From an optimization exercise on the open Yosys and OpenROAD flow, aimed at small area, a short achievable clock period and few clock cycles; shortcuts taken in it are not production practice. Where RTL was checked, it was by simulation tests only, not by an equivalence proof against the original. Power and IR drop assume default switching activity.

== red ==
==> flow/design.v <==
module bhx_sixbit (
    input  wire [7:0] c,         
    input  wire       zero,      
    input  wire [1:0] ph,        
    input  wire [5:0] lo,        
    output reg        alpha,     
    output reg        ws,        
    output wire [5:0] val,       
    output reg  [7:0] byte_o     
);
    reg [5:0] v;
    always @(*) begin
        ws    = 1'b0;
        alpha = 1'b1;
        v     = 6'd0;
        case (c)
            8'h09, 8'h0A, 8'h0B, 8'h0C, 8'h0D, 8'h20: begin ws = 1'b1; alpha = 1'b0; end
            8'h21: v = 6'd0;   8'h22: v = 6'd1;   8'h23: v = 6'd2;   8'h24: v = 6'd3;
            8'h25: v = 6'd4;   8'h26: v = 6'd5;   8'h27: v = 6'd6;   8'h28: v = 6'd7;
            8'h29: v = 6'd8;   8'h2A: v = 6'd9;   8'h2B: v = 6'd10;  8'h2C: v = 6'd11;
            8'h2D: v = 6'd12;  8'h30: v = 6'd13;  8'h31: v = 6'd14;  8'h32: v = 6'd15;
            8'h33: v = 6'd16;  8'h34: v = 6'd17;  8'h35: v = 6'd18;  8'h36: v = 6'd19;
            8'h38: v = 6'd20;  8'h39: v = 6'd21;  8'h40: v = 6'd22;  8'h41: v = 6'd23;
            8'h42: v = 6'd24;  8'h43: v = 6'd25;  8'h44: v = 6'd26;  8'h45: v = 6'd27;
            8'h46: v = 6'd28;  8'h47: v = 6'd29;  8'h48: v = 6'd30;  8'h49: v = 6'd31;
            8'h4A: v = 6'd32;  8'h4B: v = 6'd33;  8'h4C: v = 6'd34;  8'h4D: v = 6'd35;
            8'h4E: v = 6'd36;  8'h50: v = 6'd37;  8'h51: v = 6'd38;  8'h52: v = 6'd39;
            8'h53: v = 6'd40;  8'h54: v = 6'd41;  8'h55: v = 6'd42;  8'h56: v = 6'd43;
            8'h58: v = 6'd44;  8'h59: v = 6'd45;  8'h5A: v = 6'd46;  8'h5B: v = 6'd47;
            8'h60: v = 6'd48;  8'h61: v = 6'd49;  8'h62: v = 6'd50;  8'h63: v = 6'd51;
            8'h64: v = 6'd52;  8'h65: v = 6'd53;  8'h66: v = 6'd54;  8'h68: v = 6'd55;
            8'h69: v = 6'd56;  8'h6A: v = 6'd57;  8'h6B: v = 6'd58;  8'h6C: v = 6'd59;
            8'h6D: v = 6'd60;  8'h70: v = 6'd61;  8'h71: v = 6'd62;  8'h72: v = 6'd63;
            default: alpha = 1'b0;
        endcase
    end
    assign val = zero ? 6'd0 : v;
    always @(*) begin
        case (ph)
            2'd1:    byte_o = {lo, val[5:4]};
            2'd2:    byte_o = {lo[3:0], val[5:2]};
            default: byte_o = {lo[1:0], val};
        endcase
    end
endmodule
module bhx_rle (
    input  wire       clk,
    input  wire       clear,     
    input  wire       en,        
    input  wire       tv,        
    input  wire [7:0] td,        
    input  wire       t_esc,     
    input  wire       t_small,   
    input  wire       full,      
    input  wire       o_free,    
    input  wire       src_done,  
    output reg        take,      
    output reg        emit,      
    output reg  [1:0] osel,      
    output reg        tinc1,     
    output reg        tinc2,     
    output reg        err,
    output reg  [4:0] ecode,
    output wire       busy       
);
    localparam ST_TOK = 2'd0;
    localparam ST_CNT = 2'd1;
    localparam ST_RUN = 2'd2;
    localparam E_MALFORMED = 5'h04;
    localparam E_TRUNC     = 5'h05;
    localparam E_CAP       = 5'h12;
    reg [1:0] st;
    reg       hp;        
    reg [7:0] cnt;       
    assign busy = (st != ST_TOK);
    reg [1:0] st_n;
    reg       hp_n;
    reg [7:0] cnt_n;
    wire n0 = t_small && (td[1:0] == 2'd0);
    wire n1 = t_small && (td[1:0] == 2'd1);
    wire n2 = t_small && (td[1:0] == 2'd2);
    always @(*) begin
        take  = 1'b0;
        emit  = 1'b0;
        osel  = 2'd0;
        tinc1 = 1'b0;
        tinc2 = 1'b0;
        err   = 1'b0;
        ecode = E_CAP;
        st_n  = st;
        hp_n  = hp;
        cnt_n = td - 8'd2;
        case (st)
            ST_TOK: if (tv) begin
                if (t_esc) begin
                    take = 1'b1; st_n = ST_CNT;
                end else if (full) begin
                    take = 1'b1; err = 1'b1;
                end else if (o_free) begin
                    take = 1'b1; emit = 1'b1; osel = 2'd0; tinc1 = 1'b1; hp_n = 1'b1;
                end
            end
            ST_CNT: if (tv) begin
                if (n0) begin
                    if (full) begin
                        take = 1'b1; err = 1'b1;
                    end else if (o_free) begin
                        take = 1'b1; emit = 1'b1; osel = 2'd1; tinc2 = 1'b1;
                        hp_n = 1'b1; st_n = ST_TOK;
                    end
                end else if (!hp) begin
                    take = 1'b1; err = 1'b1; ecode = E_MALFORMED;
                end else if (n1) begin
                    take = 1'b1; tinc2 = 1'b1; st_n = ST_TOK;
                end else if (full) begin
                    take = 1'b1; err = 1'b1;
                end else if (o_free) begin
                    take = 1'b1; emit = 1'b1; osel = 2'd2;
                    if (n2) begin
                        tinc2 = 1'b1; st_n = ST_TOK;
                    end else begin
                        st_n = ST_RUN;
                    end
                end
            end else if (src_done) begin
                err = 1'b1; ecode = E_TRUNC;
            end
            default: begin
                cnt_n = cnt - 8'd1;
                if (full) begin
                    err = 1'b1;
                end else if (o_free) begin
                    emit = 1'b1; osel = 2'd2;
                    if (cnt == 8'd1) begin
                        tinc2 = 1'b1; st_n = ST_TOK;
                    end
                end
            end
        endcase
        if (!en) begin
            take = 1'b0; emit = 1'b0; tinc1 = 1'b0; tinc2 = 1'b0; err = 1'b0;
        end
    end
    always @(posedge clk) begin
        if (clear) begin
            st <= ST_TOK;
            hp <= 1'b0;
        end else if (en) begin
            st <= st_n;
            hp <= hp_n;
            if (st == ST_RUN ? emit : take)
                cnt <= cnt_n;
        end
    end
endmodule
module bhx_stream (
    input  wire        clk,
    input  wire        rst,
    input  wire        start,
    input  wire [2:0]  op,
    input  wire [23:0] len,
    input  wire [23:0] base,
    input  wire [23:0] cap,
    output wire        busy,
    input  wire        in_valid,
    input  wire [7:0]  in_data,
    output wire        in_ready,
    output wire        out_valid,
    output wire [7:0]  out_data,
    input  wire        out_ready,
    output reg         done,
    output reg  [4:0]  err_code,
    output wire [2:0]  err_stage,
    output reg  [23:0] err_pos,
    output wire [7:0]  err_detail,
    output reg  [23:0] out_len
);
    localparam E_INVCHAR = 5'h03;
    localparam E_BADCMD  = 5'h10;
    localparam E_BADLEN  = 5'h11;
    reg        run;
    reg        six;       
    reg        rle;       
    reg        ir;        
    reg [22:0] rem;       
    reg        in_end;    
    reg        iv0, iv1;  
    reg [7:0]  id0, id1;
    reg [23:0] ipos;      
    reg [23:0] capl;      
    reg        full;      
    reg [2:0]  kc;        
    reg [5:0]  lo;        
    reg        tv;        
    reg [7:0]  td;        
    reg        t_esc;     
    reg        t_small;   
    reg        ov, sv;    
    reg [7:0]  od;        
    reg [7:0]  sd;
    wire sx_err  = err_code[1] & err_code[0];
    wire any_err = err_code[1] | err_code[2];
    wire accept  = start && !run;
    wire take    = in_valid && ir;
    wire room    = !sv;                  
    wire ph0     = (kc[1:0] == 2'd0);
    wire in_done = in_end && !iv0;       
    wire       flush = six && in_done && (kc != 3'd0) && !sx_err;
    wire       is_alpha, is_ws;
    wire [5:0] sx_val;
    wire [7:0] sx_byte;
    bhx_sixbit u_six (
        .c      (id0),
        .zero   (in_done),
        .ph     (kc[1:0]),
        .lo     (lo),
        .alpha  (is_alpha),
        .ws     (is_ws),
        .val    (sx_val),
        .byte_o (sx_byte)
    );
    wire       rl_take, rl_emit, rl_tinc1, rl_tinc2, rl_ev, rl_st;
    wire [1:0] rl_osel;
    wire [4:0] rl_code;
    wire       src_done = in_done && (!six || kc == 3'd0);
    wire       rl_en    = run && rle && !any_err;
    bhx_rle u_rle (
        .clk      (clk),
        .clear    (accept),
        .en       (rl_en),
        .tv       (tv),
        .td       (td),
        .t_esc    (t_esc),
        .t_small  (t_small),
        .full     (full),
        .o_free   (room),
        .src_done (src_done),
        .take     (rl_take),
        .emit     (rl_emit),
        .osel     (rl_osel),
        .tinc1    (rl_tinc1),
        .tinc2    (rl_tinc2),
        .err      (rl_ev),
        .ecode    (rl_code),
        .busy     (rl_st)
    );
    wire emit   = rle ? rl_emit : (tv && room && !sx_err);
    wire t_pop  = tv && (any_err || (rle ? rl_take : room));
    wire t_free = !tv || t_pop;
    wire i_pop    = iv0 && (sx_err || t_free || (six && ph0));
    wire ch_take  = i_pop && six && !sx_err;
    wire ch_alpha = ch_take && is_alpha;
    wire ch_bad   = ch_take && !is_alpha && !is_ws;
    wire fl_step  = flush && (ph0 || t_free);
    wire sx_adv   = ch_alpha || fl_step;
    wire push     = six ? (sx_adv && !ph0) : i_pop;    
    wire [7:0] nt = six ? sx_byte : id0;
    wire in_end_n = take ? (rem == 23'd1) : in_end;
    wire iv1_n    = i_pop ? (iv1 && take) : (iv1 || (iv0 && take));
    wire ir_n     = !in_end_n && !iv1_n;
    reg [7:0] nb;
    always @(*) begin
        case (rle ? rl_osel : 2'd0)
            2'd0:    nb = td;
            2'd1:    nb = 8'h90;
            default: nb = od;
        endcase
    end
    wire finish = run && in_done &&
                  (any_err || (src_done && !tv && !(rle && rl_st) && !sv && (!ov || out_ready)));
    wire [23:0] tpos_p1 = err_pos + 24'd1;
    wire [23:0] tpos_p2 = {err_pos[23:1] + 23'd1, err_pos[0]};
    assign busy       = run;
    assign in_ready   = ir;
    assign out_valid  = ov;
    assign out_data   = od;
    assign err_detail = td;
    assign err_stage  = (err_code == E_INVCHAR) ? 3'd2 :
                        (err_code[2] || (err_code[4] && err_code[1])) ? 3'd3 : 3'd0;
    always @(posedge clk) begin
        if (rst) begin
            run  <= 1'b0;
            done <= 1'b0;
            ir   <= 1'b0;
            ov   <= 1'b0;
            sv   <= 1'b0;
        end else if (accept) begin
            six        <= op[0];
            rle        <= op[1];
            rem        <= len[22:0];
            in_end     <= (len == 24'd0);
            ipos       <= base;
            capl       <= cap;
            full       <= (cap == 24'd0);
            kc         <= 3'd0;
            iv0        <= 1'b0;
            iv1        <= 1'b0;
            tv         <= 1'b0;
            ov         <= 1'b0;
            sv         <= 1'b0;
            out_len    <= 24'd0;
            err_pos    <= 24'd0;
            err_code   <= 5'd0;
            td         <= 8'd0;
            ir         <= 1'b0;
            if (op == 3'd0 || op > 3'd3) begin
                done     <= 1'b1;
                err_code <= E_BADCMD;
                td       <= {5'd0, op};
            end else if (len > 24'h40_0000) begin
                done     <= 1'b1;
                err_code <= E_BADLEN;
                err_pos  <= len;
            end else begin
                done <= 1'b0;
                run  <= 1'b1;
                ir   <= (len != 24'd0);
            end
        end else if (run) begin
            ir <= ir_n;
            if (take) begin
                rem    <= rem - 23'd1;
                in_end <= (rem == 23'd1);
            end
            if (i_pop) begin
                ipos <= ipos + 24'd1;
                if (iv1) begin
                    id0 <= id1;
                    iv1 <= take;
                    if (take) id1 <= in_data;
                end else begin
                    iv0 <= take;
                    if (take) id0 <= in_data;
                end
            end else if (!iv0) begin
                iv0 <= take;
                if (take) id0 <= in_data;
            end else if (take) begin
                iv1 <= 1'b1;
                id1 <= in_data;
            end
            if (sx_adv) begin
                kc <= kc + 3'd1;
                lo <= sx_val;
            end
            if (push) begin
                tv      <= 1'b1;
                td      <= nt;
                t_esc   <= (nt == 8'h90);
                t_small <= (nt[7:2] == 6'd0);
            end else if (t_pop) begin
                tv <= 1'b0;
            end
            if (!ov) begin
                ov <= emit;
                if (emit) od <= nb;
            end else if (out_ready) begin
                if (sv) begin
                    od <= sd;
                    sv <= 1'b0;
                end else begin
                    ov <= emit;
                    if (emit) od <= nb;
                end
            end else if (emit) begin
                sv <= 1'b1;
                sd <= nb;
            end
            if (emit) begin
                out_len <= out_len + 24'd1;
                capl    <= capl - 24'd1;
                full    <= (capl == 24'd1);
            end
            if (ch_bad) begin
                err_code <= E_INVCHAR;
                err_pos  <= ipos;
                td       <= id0;
            end else if (rl_ev) begin
                err_code <= rl_code;
            end else if (rl_tinc1) begin
                err_pos <= tpos_p1;
            end else if (rl_tinc2) begin
                err_pos <= tpos_p2;
            end
            if (finish) begin
                run  <= 1'b0;
                done <= 1'b1;
                ir   <= 1'b0;
                ov   <= 1'b0;
                sv   <= 1'b0;
                if (!any_err)
                    err_pos <= 24'd0;
                else
                    out_len <= 24'd0;
                if (!sx_err)
                    td <= 8'd0;
            end
        end
    end
endmodule
clock: 5.0 ns
lec_check: 0
abc_clock_period_in_ps: 2300
cap_margin: 20
core_margin: 2
core_utilization: 40
place_density: 0.6
setup_slack_margin: 2.5
slew_margin: 20
run.sh (not shown) runs the stock make flow with config.mk's settings and CLKGATE_MAP_FILE= SYNTH_SCRIPT=/design/flow/synth_recipe.tcl, a recipe that flattens the netlist after the stock synthesis.
Relative to red, the following input files were edited for blue:
diff --git a/flow/design.v b/flow/design.v
--- a/flow/design.v
+++ b/flow/design.v
@@ -189,14 +189,15 @@
     reg [23:0] ipos;      
     reg [23:0] capl;      
     reg        full;      
     reg [2:0]  kc;        
     reg [5:0]  lo;        
-    reg        tv;        
+    reg        tv, tv1;   
     reg [7:0]  td;        
-    reg        t_esc;     
-    reg        t_small;   
+    reg [7:0]  td1;
+    reg        t_esc, t_esc1;       
+    reg        t_small, t_small1;   
     reg        ov, sv;    
     reg [7:0]  od;        
     reg [7:0]  sd;
     wire sx_err  = err_code[1] & err_code[0];
     wire any_err = err_code[1] | err_code[2];
@@ -244,11 +245,11 @@
         .ecode    (rl_code),
         .busy     (rl_st)
     );
     wire emit   = rle ? rl_emit : (tv && room && !sx_err);
     wire t_pop  = tv && (any_err || (rle ? rl_take : room));
-    wire t_free = !tv || t_pop;
+    wire t_free = !tv1;                  
     wire i_pop    = iv0 && (sx_err || t_free || (six && ph0));
     wire ch_take  = i_pop && six && !sx_err;
     wire ch_alpha = ch_take && is_alpha;
     wire ch_bad   = ch_take && !is_alpha && !is_ws;
     wire fl_step  = flush && (ph0 || t_free);
@@ -294,10 +295,11 @@
             full       <= (cap == 24'd0);
             kc         <= 3'd0;
             iv0        <= 1'b0;
             iv1        <= 1'b0;
             tv         <= 1'b0;
+            tv1        <= 1'b0;
             ov         <= 1'b0;
             sv         <= 1'b0;
             out_len    <= 24'd0;
             err_pos    <= 24'd0;
             err_code   <= 5'd0;
@@ -341,17 +343,30 @@
             end
             if (sx_adv) begin
                 kc <= kc + 3'd1;
                 lo <= sx_val;
             end
-            if (push) begin
+            if (t_pop && tv1) begin
                 tv      <= 1'b1;
-                td      <= nt;
-                t_esc   <= (nt == 8'h90);
-                t_small <= (nt[7:2] == 6'd0);
-            end else if (t_pop) begin
-                tv <= 1'b0;
+                td      <= td1;
+                t_esc   <= t_esc1;
+                t_small <= t_small1;
+            end else if (t_pop || !tv) begin
+                tv <= push;
+                if (push) begin
+                    td      <= nt;
+                    t_esc   <= (nt == 8'h90);
+                    t_small <= (nt[7:2] == 6'd0);
+                end
+            end
+            if (t_pop && tv1 || !tv1 && tv && !t_pop) begin
+                tv1 <= push;
+                if (push) begin
+                    td1      <= nt;
+                    t_esc1   <= (nt == 8'h90);
+                    t_small1 <= (nt[7:2] == 6'd0);
+                end
             end
             if (!ov) begin
                 ov <= emit;
                 if (emit) od <= nb;
             end else if (out_ready) begin
@@ -373,10 +388,12 @@
             end
             if (ch_bad) begin
                 err_code <= E_INVCHAR;
                 err_pos  <= ipos;
                 td       <= id0;
+                tv       <= 1'b0;
+                tv1      <= 1'b0;
             end else if (rl_ev) begin
                 err_code <= rl_code;
             end else if (rl_tinc1) begin
                 err_pos <= tpos_p1;
             end else if (rl_tinc2) begin
Results
Compared to red, blue was floorplanned on a bigger die. The faster design of the two is blue; red tops out lower. Power per cell area (blue vs. red) decreases by a few percent. Comparing blue and red, worst setup slack for register-to-register paths is lower on red. Comparing blue and red, actual transition at the worst max-transition pin is lower on red. The layout overhead on the synthesized area of blue is lower than that of red. Of blue and red, the run reporting the lower width of the die was red.
Testbench counts of blue, summed over its fixed seeds: cycles 137,032.
For red, only the layout was checked, not whether the RTL still works.

-- what the ideal ports hide --
The results above use ideal ports. As a check the final layouts listed here were re-extracted and re-timed, cells and wires unchanged.
Step 1 sets driving cells, clkbuf_16 on the clock port and buf_2 on the other inputs (assumed; they add their load-dependent delay and slew).
Step 2 times the ports against the registers' clock, not the clock port: input delays grow and output delays shrink by t, the midpoint of the rising clock arrivals with the driver on.
Three values: no drivers, after step 1, after step 2; two values: the first two.
run | shift t [ns] | setup WS [ns] | cell pins on the clock port's net
red | 0.573 | 1.925 / 1.925 / 1.398 | 1
blue | 0.589 | 2.364 / 2.364 / 1.792 | 1
After both steps every run listed still meets setup and hold. For blue, which loses most, drivers alone change the setup slack by 0.000 ns; drivers and shift together by -0.572 ns.
